What follows belongs to an exercise in optimizing a design on an open flow for small area, a short achievable clock period and few clock cycles per item; a production flow would make more cautious choices.
Function was checked by simulation only, so behaviour that the tests miss may differ from the original.
Power figures rest on the tool's default switching activity, not on a simulated workload.

## flow/config.mk

```make
export PLATFORM = sky130hd
export DESIGN_NAME = siab_adc_hv
export DESIGN_NICKNAME = siab_adc_hv
export VERILOG_FILES = /design/flow/design.v
export SDC_FILE = /design/flow/constraint.sdc
export NUM_CORES = 4
export LEC_CHECK = 0
export CAP_MARGIN = 20
export CORE_MARGIN = 2
export CORE_UTILIZATION = 40
export SETUP_SLACK_MARGIN = 3.0
export SLEW_MARGIN = 20
```

## flow/constraint.sdc

```tcl
create_clock -name core_clock -period 8.0 [get_ports {clk}]
set_input_delay 1.6000 -clock core_clock [delete_from_list [all_inputs] [get_ports {clk}]]
set_output_delay 1.6000 -clock core_clock [all_outputs]
set_load 0.01 [all_outputs]
```

## flow/design.v

```verilog
module siab_adc_hv (
    input  wire        clk,
    input  wire        rst,
    input  wire        adc_valid,
    input  wire [31:0] adc_word,
    output wire        adc_ready,
    input  wire        cmd_valid,
    input  wire [7:0]  cmd_op,
    input  wire [7:0]  cmd_b1,
    input  wire [7:0]  cmd_b2,
    output wire        cmd_ready,
    output wire        rsp_valid,
    output wire [15:0] rsp_data,
    output reg         hv_en,
    output reg         adc_loop_en,
    output reg         adc_inited,
    output reg  [2:0]  adc_rate_code,
    output reg         hv_safety_en,
    output reg         offset_valid
);
    localparam [7:0] OP_ADC_RATE   = 8'h16;
    localparam [7:0] OP_ADC_INIT   = 8'h17;
    localparam [7:0] OP_ADC_START  = 8'h18;
    localparam [7:0] OP_ADC_STOP   = 8'h19;
    localparam [7:0] OP_ADC_RDAVG  = 8'h1A;
    localparam [7:0] OP_ADC_RECOFF = 8'h1C;
    localparam [7:0] OP_ADC_RDOFF  = 8'h1D;
    localparam [7:0] OP_HV_ON      = 8'h1E;
    localparam [7:0] OP_HV_OFF     = 8'h1F;
    localparam [7:0] OP_HVSAFE_EN  = 8'h20;
    localparam [7:0] OP_HV_STAT    = 8'h21;
    localparam [7:0] OP_HV_SETMAX  = 8'h22;
    localparam [2:0] E_IDLE  = 3'd0;
    localparam [2:0] E_DIV   = 3'd1;   
    localparam [2:0] E_RLOAD = 3'd2;   
    localparam [2:0] E_RSTO  = 3'd3;   
    localparam [1:0] M_AVG = 2'd0;
    localparam [1:0] M_REC = 2'd1;
    reg [31:0] acc_sum [0:15];
    reg [15:0] acc_cnt [0:15];
    reg [23:0] acc_off [0:15];
    reg [15:0] off_hz;              
    reg [15:0] off_ho;              
    reg [15:0] off_ff;              
    reg [15:0] zs;                  
    reg [15:0] le1;                 
    reg [15:0] pend;                
    reg [21:0] hv_max_delta;
    reg [23:0] sy;              
    reg [2:0]  sr;              
    reg [2:0]  scnt;            
    reg        busy;            
    reg        cdiv;            
    reg [7:0]  op_q;
    reg [7:0]  b1_q;
    reg [7:0]  b2_q;
    reg        rsp_v;
    reg [15:0] rsp_d;
    reg [2:0]  estate;
    reg [1:0]  emode;
    reg [15:0] cur;             
    reg [31:0] dvd;             
    reg [15:0] dvs;
    reg [15:0] rem;
    reg [5:0]  itn;             
    reg        stg_v;
    reg        stg_err;
    reg [3:0]  stg_ch;
    reg [23:0] stg_s;
    reg        adc_rdy;
    reg [15:0] pa;              
    reg [15:0] oa;              
    assign adc_ready = adc_rdy;
    assign cmd_ready = ~busy;
    assign rsp_valid = rsp_v;
    assign rsp_data  = rsp_d;
    integer i;
    wire [3:0]  qc = cmd_b1[3:0];           
    wire [15:0] qa = 16'd1 << qc;
    reg [31:0] r_sum;
    reg [15:0] r_cnt;
    reg [23:0] r_off;
    reg        p_zs, r_ff, r_hz, r_ho;
    reg [15:0] q_sum, q_off;
    reg        q_cnt0, q_ff;
    always @(*) begin
        r_sum = 32'd0;
        r_cnt = 16'd0;
        p_zs  = 1'b0;
        r_off = 24'd0;
        r_ff  = 1'b0;
        r_hz  = 1'b0;
        r_ho  = 1'b0;
        q_sum  = 16'd0;
        q_cnt0 = 1'b0;
        q_off  = 16'd0;
        q_ff   = 1'b0;
        for (i = 0; i < 16; i = i + 1) begin
            r_sum = r_sum | (acc_sum[i] & {32{pa[i]}});
            r_cnt = r_cnt | (acc_cnt[i] & {16{pa[i]}});
            p_zs  = p_zs  | (zs[i] & pa[i]);
            r_off = r_off | (acc_off[i] & {24{oa[i]}});
            r_ff  = r_ff  | (off_ff[i] & oa[i]);
            r_hz  = r_hz  | (off_hz[i] & oa[i]);
            r_ho  = r_ho  | (off_ho[i] & oa[i]);
            q_sum  = q_sum  | (acc_sum[i][19:4] & {16{qa[i]}});
            q_cnt0 = q_cnt0 | (acc_cnt[i][0] & qa[i]);
            q_off  = q_off  | (acc_off[i][19:4] & {16{qa[i]}});
            q_ff   = q_ff   | (off_ff[i] & qa[i]);
        end
    end
    wire [31:0] p_sum = p_zs ? 32'd0 : r_sum;
    wire [15:0] p_cnt = p_zs ? 16'd0 : r_cnt;
    wire [23:0] p_off = r_ff ? 24'hFF_FFFF : r_off;
    wire        p_ohz = ~r_ff & r_hz;
    wire        p_oho = r_ff | r_ho;
    wire op_avg   = (op_q == OP_ADC_RDAVG);
    wire op_off   = (op_q == OP_ADC_RDOFF);
    wire waiting  = busy & ~cdiv;
    wire eng_busy = (estate != E_IDLE);
    wire set_busy = (scnt != 3'd0);
    wire rload    = (estate == E_RLOAD);
    wire samp_acc  = adc_valid & adc_rdy;
    wire samp_take = samp_acc & adc_loop_en & ~stg_err;
    wire [24:0] sd    = {1'b0, stg_s} - {3'b000, hv_max_delta};
    wire        sd_ng = sd[24];
    wire [31:0] sdm   = {{7{sd[24]}}, sd};
    wire [31:0] off32 = {p_oho ? 8'hFF : {7'd0, ~p_ohz}, p_off};
    wire        gt    = sdm > off32;
    wire        wrap  = p_oho & (p_off[21:0] > ~hv_max_delta);
    wire        samp_cut = hv_safety_en & offset_valid &
                           (sd_ng ? (wrap & gt) : (wrap | gt));
    wire [31:0] samp_sum = p_sum + {8'h00, stg_s};
    wire [15:0] samp_cnt = p_cnt + 16'd1;
    wire        samp_le1 = (p_cnt == 16'h0000) | (p_cnt == 16'hFFFF);
    reg [15:0] zs_s;
    always @(*) begin
        zs_s = zs;
        if (samp_take)
            zs_s[stg_ch] = 1'b0;
    end
    wire hv_s = hv_en & ~(samp_take & samp_cut);
    wire [15:0] rec_new = ~zs_s & ~pend;
    wire [31:0] ld_x    = rload ? p_sum : {p_sum[31:4], 4'h0};
    wire [5:0]  ld_n    = rload ? 6'd32 : 6'd28;
    wire        cnt_le1 = (p_cnt[15:1] == 15'd0);
    wire        cnt_1   = cnt_le1 & p_cnt[0];
    wire [23:0] ua_x194 = {b1_q, b2_q} * 8'd194;
    wire [16:0] st_sh  = {rem, dvd[31]};
    wire [17:0] st_sub = {1'b0, st_sh} - {2'b00, dvs};
    wire [15:0] st_rem = st_sub[17] ? st_sh[15:0] : st_sub[15:0];
    wire [31:0] st_dvd = {dvd[30:0], ~st_sub[17]};
    wire        div_last = (estate == E_DIV) & (itn == 6'd1);
    reg [23:0] sy_n;
    reg [2:0]  sr_n;
    reg [21:0] sq_n;
    reg [3:0]  sx;
    integer m;
    always @(*) begin
        sy_n = sy;
        sr_n = sr;
        sq_n = hv_max_delta;
        for (m = 0; m < 6; m = m + 1) begin
            sx   = {sr_n, sy_n[23]};
            sy_n = {sy_n[22:0], 1'b0};
            if (sx >= 4'd5) begin
                sr_n = sx[2:0] - 3'd5;
                sq_n = {sq_n[20:0], 1'b1};
            end else begin
                sr_n = sx[2:0];
                sq_n = {sq_n[20:0], 1'b0};
            end
        end
    end
    wire cmd_fire = cmd_valid & ~busy;
    wire q_hit   = samp_take & (stg_ch == qc);
    wire q_empty = zs_s[qc] | pend[qc];
    wire q_le1   = q_hit ? samp_le1 : le1[qc];
    wire q_one   = q_hit ? samp_cnt[0] : q_cnt0;
    wire [15:0] q_avg = q_hit ? samp_sum[19:4] : q_sum;
    reg        q_quick;         
    reg [15:0] q_rsp;
    always @(*) begin
        q_quick = 1'b1;
        q_rsp   = 16'h0000;
        case (cmd_op)
            OP_ADC_RDAVG: begin
                if (q_empty)                    q_rsp = 16'hFFFF;
                else if (~q_le1)                q_quick = 1'b0;
                else                            q_rsp = q_one ? q_avg : 16'hFFFF;
            end
            OP_ADC_RDOFF: begin
                q_quick = ~pend[qc];
                q_rsp   = ~offset_valid ? 16'h0000 :
                          q_ff ? 16'hFFFF : q_off;
            end
            OP_HV_STAT:    q_rsp   = {7'd0, hv_s, 8'h00};
            default: ;
        endcase
    end
    wire c_empty = zs[b1_q[3:0]] | pend[b1_q[3:0]];
    wire c_le1   = le1[b1_q[3:0]];
    reg        w_done;
    reg [15:0] w_rsp;
    always @(*) begin
        w_done = 1'b1;
        w_rsp  = 16'h0000;
        case (op_q)
            OP_ADC_RDAVG: begin
                if (c_empty)                w_rsp = 16'hFFFF;
                else if (eng_busy | ~c_le1) w_done = 1'b0;
                else                        w_rsp = p_cnt[0] ? p_sum[19:4] : 16'hFFFF;
            end
            OP_ADC_RDOFF: begin
                w_done = ~pend[b1_q[3:0]];
                w_rsp  = ~offset_valid ? 16'h0000 : p_off[19:4];
            end
            default: ;
        endcase
    end
    wire w_fin     = waiting & w_done;
    wire avg_start = waiting & op_avg & ~c_empty & ~c_le1 & ~eng_busy;
    wire q_fin     = cmd_fire & q_quick;
    wire rec_start = cmd_fire & (cmd_op == OP_ADC_RECOFF);
    wire set_start = cmd_fire & (cmd_op == OP_HV_SETMAX);
    wire avg_clear = (q_fin & (cmd_op == OP_ADC_RDAVG) & ~q_empty) |
                     (w_fin & op_avg) | avg_start;
    wire [3:0] avg_ch = cmd_fire ? qc : b1_q[3:0];
    function [15:0] lsb16(input [15:0] m);
        lsb16 = m & (~m + 16'd1);
    endfunction
    reg [2:0]  estate_n;
    reg [1:0]  emode_n;
    reg [15:0] pend_n, zs_n;
    reg        busy_n, cdiv_n, rsp_v_n;
    reg [15:0] rsp_d_n;
    reg [7:0]  op_n, b1_n;
    reg        stg_v_n;
    reg [3:0]  stg_ch_n;
    always @(*) begin
        estate_n = estate;
        emode_n  = emode;
        pend_n   = pend;
        zs_n     = zs_s;
        busy_n   = busy;
        cdiv_n   = cdiv;
        rsp_v_n  = 1'b0;
        rsp_d_n  = rsp_d;
        op_n     = op_q;
        b1_n     = b1_q;
        case (estate)
            E_DIV:
                if (itn == 6'd1) begin
                    case (emode)
                        M_REC:   estate_n = E_RSTO;
                        default: estate_n = E_IDLE;
                    endcase
                end
            E_RLOAD: begin
                zs_n = zs_n | pa;
                estate_n = cnt_le1 ? E_RSTO : E_DIV;
            end
            E_RSTO: begin
                pend_n = pend & ~cur;
                estate_n = (pend_n != 16'd0) ? E_RLOAD : E_IDLE;
            end
            default: ;
        endcase
        if (cdiv & div_last) begin
            busy_n  = 1'b0;
            cdiv_n  = 1'b0;
            rsp_v_n = 1'b1;
            rsp_d_n = st_dvd[15:0];
        end
        if (w_fin) begin
            busy_n  = 1'b0;
            rsp_v_n = 1'b1;
            rsp_d_n = w_rsp;
        end
        if (avg_start) begin
            cdiv_n   = 1'b1;
            estate_n = E_DIV;
            emode_n  = M_AVG;
        end
        if (cmd_fire) begin
            op_n = cmd_op;
            b1_n = cmd_b1;
            if (q_quick) begin
                rsp_v_n = 1'b1;
                rsp_d_n = q_rsp;
            end else
                busy_n = 1'b1;
            if (cmd_op == OP_HV_ON)
                zs_n = zs_n | ~pend;
        end
        if (avg_clear)
            zs_n[avg_ch] = 1'b1;
        if (rec_start) begin
            pend_n = rec_new;
            zs_n   = zs_n | pend;
            emode_n = M_REC;
            estate_n = (rec_new != 16'd0) ? E_RLOAD : E_IDLE;
        end
        stg_v_n  = stg_v ? ~samp_acc : adc_valid;
        stg_ch_n = stg_v ? stg_ch : adc_word[3:0];
    end
    wire        rload_n = (estate_n == E_RLOAD);
    wire        wait_n  = busy_n & ~cdiv_n;
    wire        avg_n   = wait_n & (op_n == OP_ADC_RDAVG);
    wire        off_n   = wait_n & (op_n == OP_ADC_RDOFF);
    wire [15:0] pa_n    = rload_n ? lsb16(pend_n) :
                          (16'd1 << (avg_n ? b1_n[3:0] : stg_ch_n));
    wire [15:0] oa_n    = 16'd1 << (off_n ? b1_n[3:0] : stg_ch_n);
    wire        hold_n  = rload_n | avg_n | off_n | pend_n[stg_ch_n] |
                          set_start | (scnt > 3'd1);
    always @(posedge clk) begin
        if (!stg_v) begin
            stg_s   <= adc_word[31:8];
            stg_err <= |adc_word[7:4];
        end
        pa <= pa_n;
        oa <= oa_n;
        if (cmd_fire)
            b2_q <= cmd_b2;
        rsp_d <= rsp_d_n;
        for (i = 0; i < 16; i = i + 1) begin
            if (samp_take && stg_ch == i) begin
                acc_sum[i] <= samp_sum;
                acc_cnt[i] <= samp_cnt;
                le1[i]     <= samp_le1;
            end
            if (estate == E_RSTO && cur[i]) begin
                acc_off[i] <= dvd[23:0];
                off_hz[i]  <= (dvd[31:24] == 8'h00);
                off_ho[i]  <= (&dvd[31:22]);
            end
        end
        if (rload)
            cur <= pa;
        if (estate == E_DIV) begin
            dvd <= st_dvd;
            rem <= st_rem;
            itn <= itn - 6'd1;
        end
        if (avg_start | rload) begin
            rem <= 16'd0;
            dvs <= p_cnt;
            itn <= ld_n;
            if (cnt_le1)
                dvd <= cnt_1 ? p_sum : 32'hFFFF_FFFF;
            else
                dvd <= ld_x;
        end
        if (scnt == 3'd5) begin
            sy <= ua_x194;
            sr <= 3'd0;
        end else begin
            sy <= sy_n;
            sr <= sr_n;
        end
    end
    always @(posedge clk) begin
        if (rst) begin
            busy          <= 1'b0;
            cdiv          <= 1'b0;
            rsp_v         <= 1'b0;
            estate        <= E_IDLE;
            emode         <= M_AVG;
            op_q          <= 8'h00;
            b1_q          <= 8'h00;
            pend          <= 16'd0;
            off_ff        <= 16'd0;
            stg_v         <= 1'b0;
            stg_ch        <= 4'd0;
            adc_rdy       <= 1'b0;
            zs            <= 16'hFFFF;
            hv_en         <= 1'b0;
            adc_loop_en   <= 1'b0;
            adc_inited    <= 1'b0;
            adc_rate_code <= 3'd0;
            hv_safety_en  <= 1'b0;
            offset_valid  <= 1'b0;
            hv_max_delta  <= 22'd0;
            scnt          <= 3'd0;
        end else begin
            busy          <= busy_n;
            cdiv          <= cdiv_n;
            rsp_v         <= rsp_v_n;
            estate        <= estate_n;
            emode         <= emode_n;
            op_q          <= op_n;
            b1_q          <= b1_n;
            pend          <= pend_n;
            zs            <= zs_n;
            stg_v         <= stg_v_n;
            stg_ch        <= stg_ch_n;
            adc_rdy       <= stg_v_n & ~hold_n;
            hv_en <= hv_s;
            if (rec_start)
                off_ff <= ~rec_new;
            else if (estate == E_RSTO)
                off_ff <= off_ff & ~cur;
            if (set_start)
                scnt <= 3'd5;
            else if (set_busy)
                scnt <= scnt - 3'd1;
            if (set_busy & (scnt != 3'd5))
                hv_max_delta <= sq_n;
            if (cmd_fire) begin
                case (cmd_op)
                    OP_ADC_RATE:
                        if (cmd_b1 >= 8'd1 && cmd_b1 <= 8'd6)
                            adc_rate_code <= cmd_b1[2:0];
                    OP_ADC_INIT:   adc_inited   <= 1'b1;
                    OP_ADC_START:  adc_loop_en  <= 1'b1;
                    OP_ADC_STOP:   adc_loop_en  <= 1'b0;
                    OP_ADC_RECOFF: offset_valid <= 1'b1;
                    OP_HV_ON:      hv_en        <= 1'b1;
                    OP_HV_OFF:     hv_en        <= 1'b0;
                    OP_HVSAFE_EN:  hv_safety_en <= 1'b1;
                    default: ;
                endcase
            end
        end
    end
endmodule
```

## flow/run.sh

```bash
#!/bin/bash
# synth_recipe.tcl (not shown) runs the flow's synth.tcl, then flattens the netlist and writes it again
# the make line also repeats each setting of config.mk as NAME=value (left out here)
make -C /OpenROAD-flow-scripts/flow DESIGN_CONFIG=/design/flow/config.mk WORK_HOME=/design/flow/orfs CLKGATE_MAP_FILE= SYNTH_SCRIPT=/design/flow/synth_recipe.tcl finish
```

==> results.py, run 1 <==
metrics = {
    "cts": {
        "clk_pin_slew_ns": 0.06,
        "cts_buffers": 158,
        "htree_levels": 4,
        "cts_tree": "built",
        "hold_buffers": 0,
        "cts_num_sinks": 1503,
        "worstSkewPairLatency_ns": 0.81,
        "cts-root-buf": "clkbuf_16",
        "cts_buffer_depth": 3,
    },
    "synth": {
        "syn_area_um2": 67400,
        "seq_area_frac_synth_pct": 64.0,
        "synth.distinct_cells": 103,
        "avgSynthCellArea_um2": 13.1,
        "synth_edf_count": 1303,
        "yosysWarnings": 4,
        "synth_area_leader_cell": "edfxtp_1",
        "synth-async-reset-ratio_pct": 0,
        "synth_seq_cells": 1503,
        "syn_inst": 5137,
        "ys.flop_type": "edfxtp_1",
        "synth_fp_nets": 5413,
        "netlist_top_cells_area": "edfxtp_1 58%, dfxtp_1 5.9%, ha_1 3.8%, a22oi_1 3.7%, a221oi_1 3.3%",
        "synth_top_area_share_pct": 58.1,
    },
    "power": {
        "power_density_nw_per_um2": 273,
        "leakage_nw": 26.4,
        "peakVddDrop_mv": 0.288,
    },
    "critical_path": {
        "rr_worst_depth": 31,
        "crit_top_cell": "nand2b_4",
        "arrival_ns": 6.32,
        "worst_ep_required_time_ns": 8.69,
        "timing.rr.start": "sr[0]",
        "worstSetupStartpoint": "sr[0]",
        "slowest_delay_ns": 0.39,
        "r2r_setup_slack_ns": 2.37,
        "end_kind": "flop",
        "rr_endpoint": "sr[1]",
        "slowest_stage": "or4_1",
        "critPathKind": "flop to flop",
        "start_kind": "flop",
        "worstPathMaxFanout": 3,
    },
    "sta": {
        "whs_ns": 0.425,
        "rsz0062_at_grt": "yes",
        "skew_ns": 0.0343,
        "hold_viol": 0,
        "max_freq_mhz": 178,
        "final.setup.tns_ns": 0,
        "slew_headroom_pct": 16.4,
        "fin_crit_ns": 5.63,
        "worst_slew_pin_slew_ns": 1.25,
        "post-route-period-util_pct": 70.4,
        "drv_slew": 0,
        "setup_viol": 0,
    },
    "placed_design": {
        "routabilityCongestion": 1.00,
        "place_area_um2": 71400,
        "dp_hpwl_mm": 149,
        "placed_cells": 7288,
        "portBuffers": 86,
    },
    "grt": {
        "track_usage_pct": 28.1,
        "grt_pass1_wl_mm": 350,
        "grt_pass1_vias": 47900,
        "gr-total-overflow": 0,
        "antenna_found_initial": 1,
        "grt_max_degree": 64,
    },
    "route": {
        "route.detailed.drc": 0,
        "drt-initial-drc-count": 6944,
        "vias_per_cell": 6.52,
        "num_vias": 49900,
        "drtAntennaViolNets": 0,
        "dr.pass1.iters": 8,
        "routed_wirelength_mm": 250,
        "wl_per_cell_um": 32.8,
    },
    "run_status": {
        "outcome": "no timing/DRC/antenna violations",
    },
    "finish": {
        "fin_cells": 7646,
        "fillerInstances": 14700,
        "postLayoutCellArea_um2": 77800,
        "ff_latch_area_um2": 43200,
        "final_util_pct": 46.6,
        "multiInputGateArea_um2": 23400,
        "area_delta_synth_final_pct": 15.6,
        "drive_gt1_share_pct": 12.7,
        "fin_nets": 5592,
    },
    "worst_hold_path": {
        "min_from": "sy[2]",
        "min_to": "sy[8]",
        "min_path_type": "flop to flop",
        "whs_path_depth": 2,
    },
    "job": {
        "maxCapViolations": 0,
    },
    "die": {
        "ios": 87,
        "initial_core_util_pct": 40.3,
        "die-height_um": 414,
        "core-area_um2": 167000,
        "core.rowCount": 150,
        "dieWidth_um": 414,
        "die_area_um2": 172000,
    },
}
## flip-flops by register name, indices dropped and copies added (netlist names), 4 cells and up
name	flops
acc_cnt	256
off_ff	16
acc_sum	512
off_hz	16
pa	16
sy	23
dvs	16
zs	16
le1	16
oa	16
dvd	32
off_ho	16
acc_off	384
cur	16
stg_ch	4
hv_max_delta	22
b2_q	8
b1_q	8
rem	16
pend	16
itn	6
stg_s	24
op_q	8
rsp_d	16
## through the flow
step                      setup slack (ns)  total power (W)
after detailed placement              1.70           0.0135
after global placement                1.76           0.0134
after CTS                             2.49           0.0209
final                                 2.37           0.0213
after floorplan                       2.03           0.0121
after global routing                  2.14           0.0220
## cells in the final DEF, fill, tap and decap left out, types with 16 or more instances in the layout
| cell | instances |
|---|---|
| buf_4 | 200 |
| nor2b_1 | 21 |
| mux2i_1 | 71 |
| and4_1 | 24 |
| o21bai_1 | 18 |
| a211o_1 | 16 |
| ha_1 | 192 |
| nor3_1 | 79 |
| inv_1 | 205 |
| a22o_1 | 224 |
| a221oi_1 | 253 |
| dfxtp_1 | 176 |
| edfxtp_1 | 1303 |
| o21ai_0 | 121 |
| a21o_1 | 35 |
| nand4b_1 | 17 |
| o21a_1 | 19 |
| nand4_1 | 80 |
| xor2_1 | 25 |
| and3_1 | 45 |
| nand2_1 | 327 |
| o211ai_1 | 23 |
| a222oi_1 | 21 |
| o31ai_1 | 17 |
| mux4_2 | 26 |
| a21oi_1 | 183 |
| clkbuf_1 | 33 |
| and2_1 | 19 |
| clkbuf_16 | 162 |
| nor2_1 | 305 |
| a22oi_1 | 336 |
| clkinv_1 | 48 |
| a211oi_1 | 23 |
| a31oi_1 | 43 |
| nand3_1 | 104 |
| clkdlybuf4s50_1 | 82 |
| or3_1 | 32 |
| nand2b_1 | 16 |
| xnor2_1 | 52 |
## final cells by class
class / instances / area share [%]
antenna: 2 / 0.00643
clock buffer: 196 / 5.36
multi-input combinational: 3129 / 30.0
clock inverter: 88 / 0.940
tap: 2204 / 3.54
sequential: 1503 / 55.5
timing repair buffer: 313 / 3.63
inverter: 211 / 1.03
## timing repair
item / 4_1_cts / 5_1_grt
pin swaps: 31 / 43
setup endpoints to repair: 360 / 258
setup buffers: 40 / 26
resized for setup: 89 / 79
gates cloned: 1 / 3
## cells in the mapped netlist (61+ instances only)
library cell and n:
a21oi_1 193, a221oi_1 254, a22o_1 224, a22oi_1 336, buf_1 61, clkbuf_1 192
dfxtp_1 200, edfxtp_1 1303, ha_1 205, inv_1 208, mux2i_1 71, nand2_1 329
nand3_1 108, nand4_1 80, nor2_1 327, nor3_1 92, o21ai_0 132, xnor2_1 68
## layer usage
metal  vias to the layer above  global-route usage [%]  wire, µm
met1                     24800                    36.4     94400
met2                      3504                    44.4    113000
met4                         0                    13.5     14000
met5                         -                       0         0
met3                       773                    6.62     28600
li1                      20800                       -         -
## worst max path at each step
| stage | end | slack [ns] | depth (start not counted) |
|---|---|---|---|
| final | sr[1] | 2.37 | 31 |
| after global routing | sr[1] | 2.14 | 31 |
| after CTS | hv_max_delta[0] | 2.49 | 31 |
| after detailed placement | rsp_d[4] | 1.70 | 12 |
| after global placement | pa[3] | 1.76 | 10 |
| after floorplan | acc_cnt[4][0] | 2.03 | 4 |
## report_power, final
group | internal (W) | switching [W] | total (W)
Sequential | 0.00904 | 0.000170 | 0.00921
Clock | 0.00396 | 0.00314 | 0.00711
Combinational | 0.00199 | 0.00297 | 0.00496
## worst max-delay path, delay by kind of cell (launching register included)
family / cells / cell delay [ns]
AOI/OAI and AO/OA: 9 / 1.64
buffers and inverters: 1 / 0.05
and+or+nand+nor: 12 / 1.82
xor gates and xnor gates: 3 / 0.55
DFF: 1 / 0.35
adders and majority gates: 6 / 1.13
## cell families after synthesis
kind of cell / count (synthesis) / synth area share [%]
AO/OA/AOI/OAI: 1498 / 16.7
multiplexers: 104 / 2.04
buffers and inverters: 505 / 2.93
XOR/XNOR: 102 / 1.33
flip-flops: 1503 / 64.0
AND/OR/NAND/NOR: 1208 / 8.78
adder cells (fa/ha/maj): 217 / 4.15
Testbench counts, summed over its fixed seeds: cycles 2,486, cmds 2,400.
==> inputs of run 2 (changes only) <==
--- a/flow/config.mk
+++ b/flow/config.mk
@@ -8,5 +8,5 @@
 export CAP_MARGIN = 20
 export CORE_MARGIN = 2
 export CORE_UTILIZATION = 40
-export SETUP_SLACK_MARGIN = 3.0
+export SETUP_SLACK_MARGIN = 4.0
 export SLEW_MARGIN = 20
==> results.py, run 2 <==
metrics = {
    "die": {
        "dieWidth_um": 414,
        "die-height_um": 414,
        "core-area_um2": 167000,
        "core.rowCount": 150,
        "initial_core_util_pct": 40.3,
        "ios": 87,
        "die_area_um2": 172000,
    },
    "critical_path": {
        "worstPathMaxFanout": 3,
        "end_kind": "flop",
        "worst_ep_required_time_ns": 8.73,
        "start_kind": "flop",
        "critPathKind": "flop to flop",
        "timing.critical_path.buf_inv": 2,
        "slowest_stage": "or4_1",
        "path_delay_family": "simple AND/OR/NAND/NOR gates",
        "slowest_delay_ns": 0.39,
        "crit_top_cell": "nand2b_4",
        "arrival_ns": 6.31,
    },
    "sta": {
        "worst_slew_pin_slew_ns": 1.38,
        "skew_ns": 0.0389,
        "worst_slack_ns": 2.42,
        "drv_slew": 0,
        "final.setup.tns_ns": 0,
        "post-route-period-util_pct": 69.7,
        "slew_headroom_pct": 7.84,
        "hold_viol": 0,
        "max_freq_mhz": 179,
        "setup_viol": 0,
        "rsz0062_at_grt": "yes",
        "fin_crit_ns": 5.58,
    },
    "cts": {
        "cts_num_sinks": 1503,
        "cts_tree": "built",
        "hold_buffers": 0,
        "cts-root-buf": "clkbuf_16",
        "htree_levels": 4,
        "cts_buffer_depth": 3,
        "worstSkewPairLatency_ns": 0.83,
        "clk_pin_slew_ns": 0.06,
        "cts_buffers": 160,
    },
    "placed_design": {
        "dp_hpwl_mm": 151,
        "routabilityCongestion": 1.01,
        "portBuffers": 86,
        "pre_cts_ws_ns": 1.78,
        "place_area_um2": 71900,
    },
    "worst_hold_path": {
        "min_path_type": "flop to flop",
    },
    "grt": {
        "track_usage_pct": 30.2,
        "grt_max_degree": 62,
        "gr-total-overflow": 0,
        "antenna_found_initial": 8,
        "grt_pass1_vias": 49800,
        "grt_pass1_wl_mm": 373,
    },
    "finish": {
        "layout_commonest_cell": "edfxtp_1",
        "fillerInstances": 14200,
        "largestRegisters": "acc_sum x512, acc_off x384, acc_cnt x256",
        "drive_gt1_share_pct": 20.8,
        "largest-register": "acc_sum",
        "area_delta_synth_final_pct": 23.0,
        "postLayoutCellArea_um2": 82800,
        "largest_reg_flops": 512,
        "final_cell_mix": "1,303 x edfxtp_1, 335 x a22oi_1, 315 x nand2_1",
        "fin_nets": 5801,
    },
    "synth": {
        "yosysWarnings": 4,
        "synth_area_leader_cell": "edfxtp_1",
        "synth_top_area_share_pct": 58.1,
        "synth-async-reset-ratio_pct": 0,
        "synth_fp_nets": 5413,
        "seq_area_frac_synth_pct": 64.0,
        "netlist_top_cells_area": "edfxtp_1 58%, dfxtp_1 5.9%, ha_1 3.8%, a22oi_1 3.7%, a221oi_1 3.3%",
        "avgSynthCellArea_um2": 13.1,
        "ys.flop_type": "edfxtp_1",
        "synth_edf_count": 1303,
        "yosysMostFrequentCell": "edfxtp_1",
        "synth_top_cells_by_count": "1,303 x edfxtp_1, 336 x a22oi_1, 329 x nand2_1",
        "synth.distinct_cells": 103,
        "synth_seq_cells": 1503,
        "syn_inst": 5137,
        "syn_area_um2": 67400,
    },
    "route": {
        "vias_per_cell": 6.63,
        "drtAntennaViolNets": 0,
        "num_vias": 52000,
        "dr.pass1.iters": 8,
        "routed_wirelength_mm": 269,
        "drt-initial-drc-count": 7993,
        "route.detailed.drc": 0,
        "wl_per_cell_um": 34.2,
    },
    "power": {
        "power_density_nw_per_um2": 272,
        "internal-power_w": 0.0159,
        "seqPwrFrac_pct": 40.8,
        "power_w": 0.0226,
        "clkPwrFrac_pct": 32.9,
        "switching_power_w": 0.00668,
        "swShare_pct": 29.6,
        "peakVddDrop_mv": 0.436,
        "p_comb_share_pct": 26.3,
        "leakage_nw": 28.4,
    },
    "run_status": {
        "outcome": "no timing/DRC/antenna violations",
    },
    "job": {
        "maxCapViolations": 0,
    },
}
==> run 2: cell count changes in the layout (fill, tap and decap cells not counted), moves of 22 or more <==
| cell | previous run | this run |
|---|---|---|
| buf_4 | 200 | 291 |
| ha_4 | 6 | 34 |
| buf_12 | 5 | 40 |
| clkinv_1 | 48 | 23 |
| a21oi_2 | 9 | 31 |
| a21oi_1 | 183 | 152 |
| ha_1 | 192 | 164 |
| o21ai_0 | 121 | 97 |
| buf_6 | 13 | 62 |
==> run 2: kinds of logic after synthesis <==
group / synth area share, %
compound gates: 16.7
xor+xnor: 1.33
fa+ha+maj: 4.15
buf+inv: 2.93
flops: 64.0
mux: 2.04
simple gates: 8.78
==> run 2: what timing repair did <==
| item | in CTS | in global routing |
|---|---|---|
| pin swaps | 157 | 141 |
| cloned | 23 | 5 |
| hold endpoints to repair | 0 | 0 |
| setup endpoints to repair | 1011 | 498 |
| setup buffers | 190 | 68 |
| resized for setup | 414 | 196 |
==> run 2: per-layer routing <==
layer	wire length, µm	part of all wire (%)	vias to the layer above	global-route usage [%]
li1	-	-	21200	-
met1	98000	36	25900	38.7
met2	120000	45	3886	46.9
met3	32500	12	1000	7.88
met4	17900	6.7	6	16.5
met5	37	0.014	-	0
==> run 2: power by group through the flow <==
stage	Sequential (W)	Combinational (W)	Clock, W
final	0.00921	0.00594	0.00742
after global routing	0.00921	0.00632	0.00777
after CTS	0.00921	0.00522	0.00746
after detailed placement	0.00941	0.00417	0
after global placement	0.00941	0.00411	0
after floorplan	0.00928	0.00300	0
==> run 2: final timing paths <==
| check | startpoint | end | slack [ns] | depth (start not counted) |
|---|---|---|---|---|
| setup / recovery | sr[0] | sr[0] | 2.42 | 32 |
| hold / removal | sy[2] | sy[8] | 0.43 | 2 |
| setup reg to reg | sr[0] | sr[0] | 2.42 | 32 |
| hold reg to reg | sy[2] | sy[8] | 0.43 | 2 |
==> run 2: worst register-to-register path: cells and delay by family (launching register included) <==
family / cells / cell delay [ns]
buffers and inverters: 2 / 0.22
XOR/XNOR: 3 / 0.49
adder cells (fa/ha/maj): 6 / 1.13
AO/OA/AOI/OAI: 8 / 1.30
flip-flops: 1 / 0.34
AND/OR/NAND/NOR: 13 / 2.00
==> run 2: metrics by stage <==
stage	utilization (%)	hold WS, ns	cells
after floorplan	-	0.399	5137
after detailed placement	43.0	0.416	7280
after CTS	48.6	0.439	7779
final	49.5	0.428	7854
after global placement	43.0	0.412	7279
after global routing	49.5	0.457	7853
==> run 2: area by class of cell <==
type,instances,area (µm²),share of cell area (%)
clock buffer,208,4420,5.34
timing repair inverter,1,5.00,0.00604
timing repair buffer,510,5330,6.43
multi-input combinational,3138,25500,30.8
antenna,1,2.50,0.00302
inverter,211,846,1.02
sequential,1503,43200,52.2
clock inverter,78,746,0.900
tap,2204,2760,3.33
==> inputs of run 3 (changes only) <==
--- a/flow/design.v
+++ b/flow/design.v
@@ -67,6 +67,7 @@
     reg        stg_err;
     reg [3:0]  stg_ch;
     reg [23:0] stg_s;
+    reg [24:0] sd;              
     reg        adc_rdy;
     reg [15:0] pa;              
     reg [15:0] oa;              
@@ -80,13 +81,12 @@
     reg [31:0] r_sum;
     reg [15:0] r_cnt;
     reg [23:0] r_off;
-    reg        p_zs, r_ff, r_hz, r_ho;
+    reg        r_ff, r_hz, r_ho;
     reg [15:0] q_sum, q_off;
     reg        q_cnt0, q_ff;
     always @(*) begin
         r_sum = 32'd0;
         r_cnt = 16'd0;
-        p_zs  = 1'b0;
         r_off = 24'd0;
         r_ff  = 1'b0;
         r_hz  = 1'b0;
@@ -98,7 +98,6 @@
         for (i = 0; i < 16; i = i + 1) begin
             r_sum = r_sum | (acc_sum[i] & {32{pa[i]}});
             r_cnt = r_cnt | (acc_cnt[i] & {16{pa[i]}});
-            p_zs  = p_zs  | (zs[i] & pa[i]);
             r_off = r_off | (acc_off[i] & {24{oa[i]}});
             r_ff  = r_ff  | (off_ff[i] & oa[i]);
             r_hz  = r_hz  | (off_hz[i] & oa[i]);
@@ -109,8 +108,8 @@
             q_ff   = q_ff   | (off_ff[i] & qa[i]);
         end
     end
-    wire [31:0] p_sum = p_zs ? 32'd0 : r_sum;
-    wire [15:0] p_cnt = p_zs ? 16'd0 : r_cnt;
+    wire [31:0] p_sum = r_sum;
+    wire [15:0] p_cnt = r_cnt;
     wire [23:0] p_off = r_ff ? 24'hFF_FFFF : r_off;
     wire        p_ohz = ~r_ff & r_hz;
     wire        p_oho = r_ff | r_ho;
@@ -122,7 +121,6 @@
     wire rload    = (estate == E_RLOAD);
     wire samp_acc  = adc_valid & adc_rdy;
     wire samp_take = samp_acc & adc_loop_en & ~stg_err;
-    wire [24:0] sd    = {1'b0, stg_s} - {3'b000, hv_max_delta};
     wire        sd_ng = sd[24];
     wire [31:0] sdm   = {{7{sd[24]}}, sd};
     wire [31:0] off32 = {p_oho ? 8'hFF : {7'd0, ~p_ohz}, p_off};
@@ -151,25 +149,34 @@
     wire [15:0] st_rem = st_sub[17] ? st_sh[15:0] : st_sub[15:0];
     wire [31:0] st_dvd = {dvd[30:0], ~st_sub[17]};
     wire        div_last = (estate == E_DIV) & (itn == 6'd1);
+    function [3:0] div5(input [3:0] x);    
+        case (x)
+            4'd0: div5 = {1'b0, 3'd0};
+            4'd1: div5 = {1'b0, 3'd1};
+            4'd2: div5 = {1'b0, 3'd2};
+            4'd3: div5 = {1'b0, 3'd3};
+            4'd4: div5 = {1'b0, 3'd4};
+            4'd5: div5 = {1'b1, 3'd0};
+            4'd6: div5 = {1'b1, 3'd1};
+            4'd7: div5 = {1'b1, 3'd2};
+            4'd8: div5 = {1'b1, 3'd3};
+            4'd9: div5 = {1'b1, 3'd4};
+            default: div5 = 4'b1000;
+        endcase
+    endfunction
     reg [23:0] sy_n;
     reg [2:0]  sr_n;
     reg [21:0] sq_n;
     reg [3:0]  sx;
     integer m;
     always @(*) begin
-        sy_n = sy;
+        sy_n = {sy[19:0], 4'h0};
         sr_n = sr;
         sq_n = hv_max_delta;
-        for (m = 0; m < 6; m = m + 1) begin
-            sx   = {sr_n, sy_n[23]};
-            sy_n = {sy_n[22:0], 1'b0};
-            if (sx >= 4'd5) begin
-                sr_n = sx[2:0] - 3'd5;
-                sq_n = {sq_n[20:0], 1'b1};
-            end else begin
-                sr_n = sx[2:0];
-                sq_n = {sq_n[20:0], 1'b0};
-            end
+        for (m = 0; m < 4; m = m + 1) begin
+            sx   = div5({sr_n, sy[23-m]});
+            sr_n = sx[2:0];
+            sq_n = {sq_n[20:0], sx[3]};
         end
     end
     wire cmd_fire = cmd_valid & ~busy;
@@ -227,7 +234,15 @@
                      (w_fin & op_avg) | avg_start;
     wire [3:0] avg_ch = cmd_fire ? qc : b1_q[3:0];
     function [15:0] lsb16(input [15:0] m);
-        lsb16 = m & (~m + 16'd1);
+        reg lower;
+        integer b;
+        begin
+            lower = 1'b0;
+            for (b = 0; b < 16; b = b + 1) begin
+                lsb16[b] = m[b] & ~lower;
+                lower = lower | m[b];
+            end
+        end
     endfunction
     reg [2:0]  estate_n;
     reg [1:0]  emode_n;
@@ -312,13 +327,14 @@
                           (16'd1 << (avg_n ? b1_n[3:0] : stg_ch_n));
     wire [15:0] oa_n    = 16'd1 << (off_n ? b1_n[3:0] : stg_ch_n);
     wire        hold_n  = rload_n | avg_n | off_n | pend_n[stg_ch_n] |
-                          set_start | (scnt > 3'd1);
+                          set_start | (scnt != 3'd0);
     always @(posedge clk) begin
         if (!stg_v) begin
             stg_s   <= adc_word[31:8];
             stg_err <= |adc_word[7:4];
         end
-        pa <= pa_n;
+        sd <= {1'b0, stg_v ? stg_s : adc_word[31:8]} - {3'b000, hv_max_delta};
+        pa <= rst ? 16'd0 : (pa_n & ~zs_n);
         oa <= oa_n;
         if (cmd_fire)
             b2_q <= cmd_b2;
@@ -351,7 +367,7 @@
             else
                 dvd <= ld_x;
         end
-        if (scnt == 3'd5) begin
+        if (scnt == 3'd7) begin
             sy <= ua_x194;
             sr <= 3'd0;
         end else begin
@@ -401,10 +417,10 @@
             else if (estate == E_RSTO)
                 off_ff <= off_ff & ~cur;
             if (set_start)
-                scnt <= 3'd5;
+                scnt <= 3'd7;
             else if (set_busy)
                 scnt <= scnt - 3'd1;
-            if (set_busy & (scnt != 3'd5))
+            if (set_busy & (scnt != 3'd7))
                 hv_max_delta <= sq_n;
             if (cmd_fire) begin
                 case (cmd_op)
==> results.py, run 3 <==
metrics = {
    "run_status": {
        "outcome": "no timing/DRC/antenna violations",
    },
    "sta": {
        "drv_slew": 0,
        "max_freq_mhz": 227,
        "final.setup.tns_ns": 0,
        "fin_crit_ns": 4.40,
        "post-route-period-util_pct": 55.1,
        "rsz0062_at_grt": "yes",
        "slew_headroom_pct": 24.1,
        "worst_slew_pin_slew_ns": 1.13,
        "skew_ns": 0.0303,
        "setup_viol": 0,
        "worst_slack_ns": 3.60,
        "hold_viol": 0,
    },
    "power": {
        "power_w": 0.0184,
        "swShare_pct": 25.0,
        "p_comb_share_pct": 11.3,
        "power_density_nw_per_um2": 223,
        "leakage_nw": 29.0,
        "seqPwrFrac_pct": 48.3,
        "internal-power_w": 0.0138,
        "clkPwrFrac_pct": 40.4,
        "switching_power_w": 0.00461,
        "peakVddDrop_mv": 0.228,
    },
    "critical_path": {
        "worstPathMaxFanout": 50,
        "critPathKind": "flop to flop",
        "rr_worst_depth": 20,
        "end_kind": "flop",
        "worst_ep_required_time_ns": 8.55,
        "start_kind": "flop",
        "arrival_ns": 4.95,
    },
    "die": {
        "ios": 87,
        "initial_core_util_pct": 40.3,
        "core-area_um2": 167000,
        "die_area_um2": 172000,
        "core.rowCount": 150,
        "die-height_um": 415,
        "dieWidth_um": 415,
    },
    "synth": {
        "synth_seq_cells": 1528,
        "netlist_top_cells_area": "edfxtp_1 57%, dfxtp_1 7.4%, a22oi_1 5.2%, ha_1 3.6%, a22o_1 2.7%",
        "syn_area_um2": 67400,
        "yosysWarnings": 4,
        "synth_top_area_share_pct": 57.0,
        "syn_inst": 5152,
        "seq_area_frac_synth_pct": 64.4,
        "synth_area_leader_cell": "edfxtp_1",
        "synth_top_cells_by_count": "1,279 x edfxtp_1, 470 x a22oi_1, 298 x nand2_1",
        "synth-async-reset-ratio_pct": 0,
        "ys.flop_type": "edfxtp_1",
        "avgSynthCellArea_um2": 13.1,
        "synth.distinct_cells": 94,
        "synth_fp_nets": 5418,
        "synth_edf_count": 1279,
        "yosysMostFrequentCell": "edfxtp_1",
    },
    "grt": {
        "grt_pass1_vias": 49200,
        "track_usage_pct": 29.6,
        "gr-total-overflow": 0,
        "grt_max_degree": 65,
        "antenna_found_initial": 7,
        "grt_pass1_wl_mm": 366,
    },
    "placed_design": {
        "dp_hpwl_mm": 153,
        "routabilityCongestion": 0.961,
        "placed_cells": 7288,
        "portBuffers": 86,
        "pre_cts_ws_ns": 1.46,
    },
    "cts": {
        "cts_tree": "built",
        "cts_buffer_depth": 3,
        "cts_num_sinks": 1528,
        "cts-root-buf": "clkbuf_16",
        "htree_levels": 4,
        "hold_buffers": 0,
        "worstSkewPairLatency_ns": 0.81,
        "clk_pin_slew_ns": 0.06,
        "cts_buffers": 161,
    },
    "finish": {
        "area_delta_synth_final_pct": 22.2,
        "fin_nets": 5774,
        "ff_latch_area_um2": 43500,
        "largest-register": "acc_sum",
        "final_cell_mix": "1,279 x edfxtp_1, 461 x a22oi_1, 291 x nand2_1",
        "layout_commonest_cell": "edfxtp_1",
        "largest_reg_flops": 512,
        "fillerInstances": 14300,
        "drive_gt1_share_pct": 20.3,
        "largestRegisters": "acc_sum x512, acc_off x384, acc_cnt x256",
        "fin_cells": 7848,
        "multiInputGateArea_um2": 24900,
    },
    "route": {
        "route.detailed.drc": 0,
        "wl_per_cell_um": 33.8,
        "vias_per_cell": 6.60,
        "drt-initial-drc-count": 8037,
        "routed_wirelength_mm": 266,
        "num_vias": 51800,
        "drtAntennaViolNets": 0,
        "dr.pass1.iters": 9,
    },
    "worst_hold_path": {
        "whs_path_depth": 2,
        "min_path_type": "flop to flop",
    },
    "job": {
        "maxCapViolations": 0,
    },
}
run 3: changes by cell type after synthesis, sizes merged, moves of 27 or more:
cell | previous run | this run
a22oi | 336 | 470
nor2 | 329 | 268
a221oi | 259 | 206
dfxtp | 200 | 249
nand2 | 329 | 298
nand3 | 108 | 139
mux2 | 7 | 34
run 3: cells by family after synthesis:
| family | count (synthesis) | share of synthesized area (%) |
|---|---|---|
| mux | 116 | 2.22 |
| fa+ha+maj | 208 | 3.98 |
| buf+inv | 516 | 2.97 |
| flops | 1528 | 64.4 |
| compound gates | 1545 | 16.9 |
| simple gates | 1148 | 8.39 |
| xor+xnor | 91 | 1.18 |
run 3: metal layers:
metal  track usage [%]  wire, µm  vias up
met3              7.13     31100      920
li1                  -         -    21300
met1              38.2     98700    25900
met2              46.5    119000     3736
met4              14.9     16600        2
met5                 0       113        -
run 3: through the flow:
step                      area [µm²]  util [%]  hold slack (ns)
after global placement         71700      42.9            0.419
after floorplan                68400         -            0.401
after CTS                      80300      48.0            0.436
after detailed placement       71800      42.9            0.423
final                          82400      49.3            0.429
after global routing           82400      49.3            0.473
run 3: critical path, cell delays in order, from the launching register on:
cell       delay [ns]
dfxtp_2          0.33
buf_12           0.19
a22oi_1          0.27
nand2_1          0.09
nor3_2           0.21
inv_1            0.11
ha_4             0.31
a21o_4           0.17
a21oi_4          0.07
o21a_1           0.21
o31a_1           0.37
o21ai_4          0.23
a21oi_4          0.11
o211ai_1         0.28
buf_4            0.18
buf_6            0.11
nand2_8          0.06
nor4b_4          0.31
a311oi_4         0.05
buf_6            0.20
clkbuf_16        0.15
run 3: worst paths after layout:
| path | start | endpoint | slack (ns) |
|---|---|---|---|
| worst min-delay path | sy[5] | sy[9] | 0.43 |
| worst min register to register | sy[5] | sy[9] | 0.43 |
| worst max-delay path | pa[12] | acc_sum[5][26] | 3.60 |
| worst max register to register | pa[12] | acc_sum[5][26] | 3.60 |
run 3: final cells by class:
class / instances / share of cell area [%]
timing repair buffer: 491 / 6.38
clock inverter: 85 / 0.996
clock buffer: 207 / 5.28
antenna: 7 / 0.0213
tap: 2204 / 3.35
multi-input combinational: 3111 / 30.2
inverter: 215 / 0.989
sequential: 1528 / 52.8
run 3: repair_timing:
item,in CTS,in global routing
cloned,14,11
setup buffers,146,88
endpoints found under the setup margin,920,403
endpoints found under the hold margin,0,0
gates resized for setup,417,259
pin swaps,95,129
run 3: power groups by stage:
stage | Clock [W] | Combinational, W | Sequential, W
floorplan | 0 | 0.00125 | 0.00895
global placement | 0 | 0.00175 | 0.00904
detailed placement | 0 | 0.00177 | 0.00905
CTS | 0.00747 | 0.00193 | 0.00888
global route | 0.00779 | 0.00225 | 0.00890
finish | 0.00744 | 0.00208 | 0.00889
Testbench counts of run 3, summed over its fixed seeds: cycles 2,442, cmds 2,400.
==> inputs of run 4 (changes only) <==
--- a/flow/config.mk
+++ b/flow/config.mk
@@ -7,6 +7,8 @@
 export LEC_CHECK = 0
 export CAP_MARGIN = 20
 export CORE_MARGIN = 2
-export CORE_UTILIZATION = 40
+export CORE_UTILIZATION = 55
+export CTS_BUF_LIST = sky130_fd_sc_hd__clkbuf_4 sky130_fd_sc_hd__clkbuf_8
 export SETUP_SLACK_MARGIN = 4.0
 export SLEW_MARGIN = 20
+export TNS_END_PERCENT = 0
==> results.py, run 4 <==
metrics = {
    "run_status": {
        "outcome": "no timing/DRC/antenna violations",
    },
    "cts": {
        "worstSkewPairLatency_ns": 1.01,
        "cts-root-buf": "clkbuf_8",
        "clk_pin_slew_ns": 0.07,
        "cts_num_sinks": 1528,
        "hold_buffers": 0,
        "htree_levels": 4,
        "cts_buffers": 236,
        "cts_tree": "built",
        "cts_buffer_depth": 3,
    },
    "synth": {
        "synth_seq_cells": 1528,
        "synth_area_leader_cell": "edfxtp_1",
        "netlist_top_cells_area": "edfxtp_1 57%, dfxtp_1 7.4%, a22oi_1 5.2%, ha_1 3.6%, a22o_1 2.7%",
        "avgSynthCellArea_um2": 13.1,
        "synth_xor_area_share_pct": 1.18,
        "synth_fp_nets": 5418,
        "syn_inst": 5152,
        "synth_compound_area_share_pct": 16.9,
        "synthMuxAreaShare_pct": 2.22,
        "synth_top_cells_by_count": "1,279 x edfxtp_1, 470 x a22oi_1, 298 x nand2_1",
        "ys.flop_type": "edfxtp_1",
        "synth_top_family_by_area": "compound AO/OA/AOI/OAI gates",
        "synth_edf_count": 1279,
        "seq_area_frac_synth_pct": 64.4,
        "synthAdderAreaFrac_pct": 3.98,
        "synthSimpleGateAreaFrac_pct": 8.39,
        "synth-async-reset-ratio_pct": 0,
        "synth.distinct_cells": 94,
        "yosysWarnings": 4,
        "yosysMostFrequentCell": "edfxtp_1",
        "synth_top_area_share_pct": 57.0,
        "syn_area_um2": 67400,
    },
    "worst_hold_path": {
        "min_from": "sy[19]",
        "whs_path_depth": 2,
        "min_to": "sy[23]",
        "min_path_type": "flop to flop",
    },
    "placed_design": {
        "place_area_um2": 70500,
        "portBuffers": 86,
        "routabilityCongestion": 0.999,
        "dp_hpwl_mm": 141,
    },
    "critical_path": {
        "path_delay_family": "compound AO/OA/AOI/OAI gates",
        "path_cells": "buf_6, a221oi_2, nand4_1, buf_6, buf_16, buf_4, or3_1, ha_1, nand4_1, o21ai_2, a21o_1, nand2_1, maj3_2, o21a_1, a31oi_4, o221ai_1",
        "critPathKind": "flop to flop",
        "worstPathMaxFanout": 27,
        "slowest_delay_ns": 0.56,
        "start_kind": "flop",
        "timing.critical_path.buf_inv": 4,
        "rr_worst_depth": 16,
        "timing.rr.start": "oa[6]",
        "r2r_setup_slack_ns": 3.49,
        "rr_endpoint": "rsp_d[8]",
        "arrival_ns": 5.37,
        "worst_ep_required_time_ns": 8.86,
        "slowest_stage": "or3_1",
        "end_kind": "flop",
    },
    "die": {
        "dieWidth_um": 354,
        "ios": 87,
        "initial_core_util_pct": 55.4,
        "core.rowCount": 128,
        "die-height_um": 354,
        "core-area_um2": 122000,
        "die_area_um2": 125000,
    },
    "power": {
        "leakage_nw": 27.7,
        "peakVddDrop_mv": 0.185,
        "power_density_nw_per_um2": 227,
        "power_w": 0.0177,
    },
    "grt": {
        "grt_pass1_vias": 48400,
        "gr-total-overflow": 0,
        "antenna_found_initial": 10,
        "grt_pass1_wl_mm": 352,
        "grt_max_degree": 84,
        "track_usage_pct": 39.4,
    },
    "sta": {
        "skew_ns": 0.0379,
        "worst_slew_pin_slew_ns": 1.18,
        "slew_headroom_pct": 21.1,
        "hold_viol": 0,
        "rsz0062_at_grt": "yes",
        "max_freq_mhz": 222,
        "fin_crit_ns": 4.51,
        "drv_slew": 0,
        "post-route-period-util_pct": 56.4,
        "setup_viol": 0,
        "final.setup.tns_ns": 0,
    },
    "route": {
        "drt-initial-drc-count": 7870,
        "maxUsedRoutingLayer": "met5",
        "routed_wirelength_mm": 251,
        "drtAntennaViolNets": 0,
        "num_vias": 50600,
        "dr_wl_met2_mm": 110,
        "wl_met3_mm": 33.6,
        "wl_per_cell_um": 34.6,
        "vias_per_cell": 6.99,
        "dr.pass1.iters": 8,
        "route.detailed.drc": 0,
        "wl_met1_mm": 92.5,
    },
    "finish": {
        "fin_nets": 5682,
        "multiInputGateArea_um2": 23200,
        "largest-register": "acc_sum",
        "fillerInstances": 9268,
        "ff_latch_area_um2": 43500,
        "postLayoutCellArea_um2": 78000,
        "drive_gt1_share_pct": 16.1,
        "largestRegisters": "acc_sum x512, acc_off x384, acc_cnt x256",
        "largest_reg_flops": 512,
        "area_delta_synth_final_pct": 15.7,
        "layout_commonest_cell": "edfxtp_1",
        "final_cell_mix": "1,279 x edfxtp_1, 470 x a22oi_1, 297 x nand2_1",
    },
    "job": {
        "maxCapViolations": 0,
    },
}
## run 4: tightest hold or removal path, cell delays in order (launching register included)
cell and delay, ns:
dfxtp_1 0.30, nand2_1 0.04, o21ai_0 0.05
## run 4: final cells by class
cell class,count,area share (%)
Tap cell,1625,2.61
Sequential cell,1528,55.8
Clock inverter,105,1.15
Timing Repair Buffer,326,4.48
Clock buffer,328,5.12
Multi-Input combinational cell,3109,29.8
Inverter,215,1.04
Antenna cell,4,0.0128
## run 4: how the worst max path moves through the flow
stage	start	cells after the start	to
floorplan	adc_valid	4	acc_cnt[12][0]
global placement	adc_valid	11	pa[0]
detailed placement	adc_valid	11	pa[5]
CTS	oa[4]	18	rsp_d[8]
global route	stg_ch[0]	13	pa[7]
finish	oa[6]	16	rsp_d[8]
## run 4: layer usage
| metal | track usage, % | vias to the layer above |
|---|---|---|
| met3 | 12.0 | 897 |
| li1 | - | 21100 |
| met5 | 0 | - |
| met1 | 51.8 | 25000 |
| met4 | 19.5 | 8 |
| met2 | 59.6 | 3727 |
## run 4: metrics by stage
step	util (%)	cells	setup WS (ns)	hold slack, ns
after global placement	57.9	6694	1.48	0.414
after global routing	64.0	7237	3.48	0.440
after CTS	63.8	7223	3.67	0.435
final	64.1	7240	3.49	0.428
after detailed placement	57.9	6695	1.45	0.418
after floorplan	-	5152	3.22	0.401
## run 4: cells by family after synthesis
group | after synthesis
buffers and inverters | 516
XOR/XNOR | 91
AND/OR/NAND/NOR | 1148
AO/OA/AOI/OAI | 1545
flip-flops | 1528
adder cells (fa/ha/maj) | 208
multiplexers | 116
## run 4: power by group
group	switching (W)	total [W]	internal, W
Clock	0.00318	0.00682	0.00364
Sequential	0.000196	0.00891	0.00872
Combinational	0.00117	0.00195	0.000782
## run 4: repair_timing
item	4_1_cts	5_1_grt
buffers inserted	84	12
hold endpoints to repair	0	0
setup endpoints to repair	761	482
gates cloned	11	0
resized for setup	234	27
pin swaps	53	17
==> inputs of run 5 (changes only) <==
--- a/flow/design.v
+++ b/flow/design.v
@@ -333,7 +333,7 @@
             stg_s   <= adc_word[31:8];
             stg_err <= |adc_word[7:4];
         end
-        sd <= {1'b0, stg_v ? stg_s : adc_word[31:8]} - {3'b000, hv_max_delta};
+        sd <= {1'b0, stg_s} - {3'b000, hv_max_delta};
         pa <= rst ? 16'd0 : (pa_n & ~zs_n);
         oa <= oa_n;
         if (cmd_fire)
@@ -410,7 +410,7 @@
             zs            <= zs_n;
             stg_v         <= stg_v_n;
             stg_ch        <= stg_ch_n;
-            adc_rdy       <= stg_v_n & ~hold_n;
+            adc_rdy       <= stg_v & stg_v_n & ~hold_n;
             hv_en <= hv_s;
             if (rec_start)
                 off_ff <= ~rec_new;
--- a/flow/config.mk
+++ b/flow/config.mk
@@ -7,8 +7,6 @@
 export LEC_CHECK = 0
 export CAP_MARGIN = 20
 export CORE_MARGIN = 2
-export CORE_UTILIZATION = 55
-export CTS_BUF_LIST = sky130_fd_sc_hd__clkbuf_4 sky130_fd_sc_hd__clkbuf_8
+export CORE_UTILIZATION = 40
 export SETUP_SLACK_MARGIN = 4.0
 export SLEW_MARGIN = 20
-export TNS_END_PERCENT = 0
==> results.py, run 5 <==
metrics = {
    "run_status": {
        "outcome": "no timing/DRC/antenna violations",
    },
    "grt": {
        "grt_pass1_wl_mm": 365,
        "track_usage_pct": 30.3,
        "grt_pass1_vias": 48400,
        "gr-total-overflow": 0,
        "grt_max_degree": 80,
        "antenna_found_initial": 10,
    },
    "die": {
        "die_area_um2": 170000,
        "ios": 87,
        "core.rowCount": 149,
        "core-area_um2": 165000,
        "initial_core_util_pct": 40.4,
        "die-height_um": 413,
        "dieWidth_um": 413,
    },
    "cts": {
        "cts_buffers": 160,
        "hold_buffers": 0,
        "cts-root-buf": "clkbuf_16",
        "cts_tree": "built",
        "worstSkewPairLatency_ns": 0.83,
        "cts_num_sinks": 1528,
        "cts_buffer_depth": 3,
        "clk_pin_slew_ns": 0.06,
        "htree_levels": 4,
    },
    "sta": {
        "worst_slack_ns": 3.21,
        "worst_slew_pin_slew_ns": 1.20,
        "hold_viol": 0,
        "drv_slew": 0,
        "rsz0062_at_grt": "yes",
        "fin_crit_ns": 4.79,
        "skew_ns": 0.0517,
        "setup_viol": 0,
        "slew_headroom_pct": 19.7,
        "final.setup.tns_ns": 0,
        "max_freq_mhz": 209,
        "post-route-period-util_pct": 59.9,
    },
    "critical_path": {
        "r2r_setup_slack_ns": 3.21,
        "worstSetupStartpoint": "oa[1]",
        "arrival_ns": 5.51,
        "worst_ep_required_time_ns": 8.72,
        "rr_worst_depth": 18,
        "start_kind": "flop",
        "end_kind": "flop",
        "worstPathMaxFanout": 8,
        "timing.rr.start": "oa[1]",
        "critPathKind": "flop to flop",
    },
    "finish": {
        "ff_latch_area_um2": 43700,
        "final_cell_mix": "1,303 x edfxtp_1, 458 x a22oi_1, 268 x nand2_1",
        "area_delta_synth_final_pct": 22.2,
        "final_util_pct": 49.4,
        "fin_nets": 5652,
        "drive_gt1_share_pct": 19.0,
        "multiInputGateArea_um2": 23600,
        "layout_commonest_cell": "edfxtp_1",
        "fin_cells": 7717,
        "largest-register": "acc_sum",
        "largest_reg_flops": 512,
        "fillerInstances": 14000,
        "largestRegisters": "acc_sum x512, acc_off x384, acc_cnt x256",
    },
    "synth": {
        "avgSynthCellArea_um2": 13.3,
        "synth_top_cells_by_count": "1,303 x edfxtp_1, 469 x a22oi_1, 275 x nand2_1",
        "yosysWarnings": 4,
        "synth_top_area_share_pct": 58.6,
        "synth_fp_nets": 5302,
        "ys.flop_type": "edfxtp_1",
        "synth-async-reset-ratio_pct": 0,
        "syn_area_um2": 66800,
        "synth_edf_count": 1303,
        "synth.distinct_cells": 92,
        "syn_inst": 5037,
        "synth_area_leader_cell": "edfxtp_1",
        "yosysMostFrequentCell": "edfxtp_1",
        "netlist_top_cells_area": "edfxtp_1 59%, dfxtp_1 6.7%, a22oi_1 5.3%, ha_1 3.6%, a221oi_1 2.8%",
        "synth_seq_cells": 1528,
        "seq_area_frac_synth_pct": 65.3,
    },
    "power": {
        "power_density_nw_per_um2": 226,
        "peakVddDrop_mv": 0.250,
        "leakage_nw": 28.4,
        "power_w": 0.0184,
    },
    "placed_design": {
        "dp_hpwl_mm": 148,
        "portBuffers": 86,
        "routabilityCongestion": 1.00,
        "pre_cts_ws_ns": 1.89,
        "placed_cells": 7168,
    },
    "worst_hold_path": {
        "min_from": "sy[15]",
        "whs_path_depth": 2,
        "min_path_type": "flop to flop",
    },
    "route": {
        "drtAntennaViolNets": 0,
        "routed_wirelength_mm": 264,
        "num_vias": 50800,
        "vias_per_cell": 6.59,
        "wl_per_cell_um": 34.2,
        "dr.pass1.iters": 7,
        "drt-initial-drc-count": 8441,
        "route.detailed.drc": 0,
    },
    "job": {
        "maxCapViolations": 0,
    },
}
[run 5: changes by cell type after synthesis, moves of 13 or more]
cell,previous run,this run
a21boi_0,20,3
edfxtp_1,1279,1303
a31oi_1,36,63
mux2i_1,60,29
buf_2,25,12
mux2_2,31,13
nor2b_1,31,18
a21oi_1,218,202
dfxtp_1,249,225
clkbuf_1,206,223
nand2_1,298,275
[run 5: through the flow]
stage	hold slack (ns)	instance area [µm²]
after CTS	0.434	80200
after global routing	0.449	81600
after detailed placement	0.421	71300
final	0.424	81600
after floorplan	0.401	68000
after global placement	0.421	71300
[run 5: area by class of cell]
class,count,share of cell area (%)
Clock buffer,204,5.37
Clock inverter,94,1.28
Multi-Input combinational cell,2995,29.0
Inverter,223,1.03
Antenna cell,5,0.0153
Sequential cell,1528,53.6
Tap cell,2189,3.36
Timing Repair Buffer,479,6.40
[run 5: final timing paths]
path	endpoint
setup reg to reg	rsp_d[8]
setup / recovery	rsp_d[8]
hold reg to reg	sy[19]
hold / removal	sy[19]
[run 5: layer usage]
metal | track usage (%) | vias to the layer above | share of wire [%]
li1 | - | 20800 | -
met1 | 38.9 | 25200 | 37
met2 | 46.2 | 3827 | 44
met3 | 8.63 | 949 | 13
met4 | 16.4 | 6 | 6.7
met5 | 0 | - | 0.019
[run 5: power breakdown]
group          switching, W  internal [W]  total [W]
Clock               0.00323       0.00454    0.00777
Combinational       0.00110      0.000704    0.00180
Sequential         0.000177       0.00870    0.00887
Total               0.00451        0.0139     0.0184
[run 5: kinds of logic after synthesis]
group | Yosys count | synth area share (%)
AO/OA/AOI/OAI | 1528 | 16.9
flip-flops | 1528 | 65.3
AND/OR/NAND/NOR | 1093 | 8.11
buffers and inverters | 516 | 2.96
adder cells (fa/ha/maj) | 206 | 3.98
XOR/XNOR | 103 | 1.35
multiplexers | 63 | 1.36
[run 5: repair_timing]
item,CTS,global route
endpoints found under the setup margin,1183,417
resized for setup,321,156
buffers inserted,165,54
pin swaps,84,71
cloned,21,6
hold endpoints to repair,0,0
[run 5: worst max-delay path, stage by stage, from the launching register on]
cell and delay, ns:
dfxtp_4 0.38, buf_12 0.14, a22oi_1 0.17, nand2_1 0.10, or4_4 0.54, buf_12 0.18
or4_4 0.57, ha_4 0.30, o21ai_1 0.05, a21oi_1 0.14, nor4_1 0.08, o31ai_2 0.32
nand2_1 0.09, a221o_1 0.34, a2111o_1 0.45, o311ai_4 0.16, nor3_4 0.13, or3_1 0.34
a22o_1 0.18
Testbench counts of run 5, summed over its fixed seeds: cycles 2,408, cmds 2,400.

[separate check: timing with driven ports]
The flow's constraints put no driver on any port. The routed layouts listed below were extracted and timed again, unchanged, in two steps.
Step 1: set_driving_cell puts a clkbuf_16 on clk and a buf_2 on each other input, an assumption about the parent block.
Step 2, shift: input delay + t, output delay - t, t = (earliest + latest rising clock arrival at the registers) / 2. This alone moves slack from input paths to output paths.
Three values: no drivers, after step 1, after step 2; two values: the first two.
run | t, ns | slack for setup (ns) | worst data-port slew with drivers (ns) | cell pins on the clock port's net
run 1 | 0.882 | 2.371 / 2.371 / 2.247 | 0.08 | 1
run 2 | 0.899 | 2.422 / 2.422 / 2.422 | 0.06 | 1
run 3 | 0.875 | 3.595 / 3.595 / 3.109 | 0.06 | 1
run 4 | 1.059 | 3.492 / 3.492 / 2.621 | 0.05 | 1
run 5 | 0.889 | 3.210 / 3.210 / 2.752 | 0.10 | 1
After both steps setup and hold are still met in every run listed. The setup slack of run 4, which loses most, moves by 0.000 ns with the drivers and by -0.871 ns with both steps.
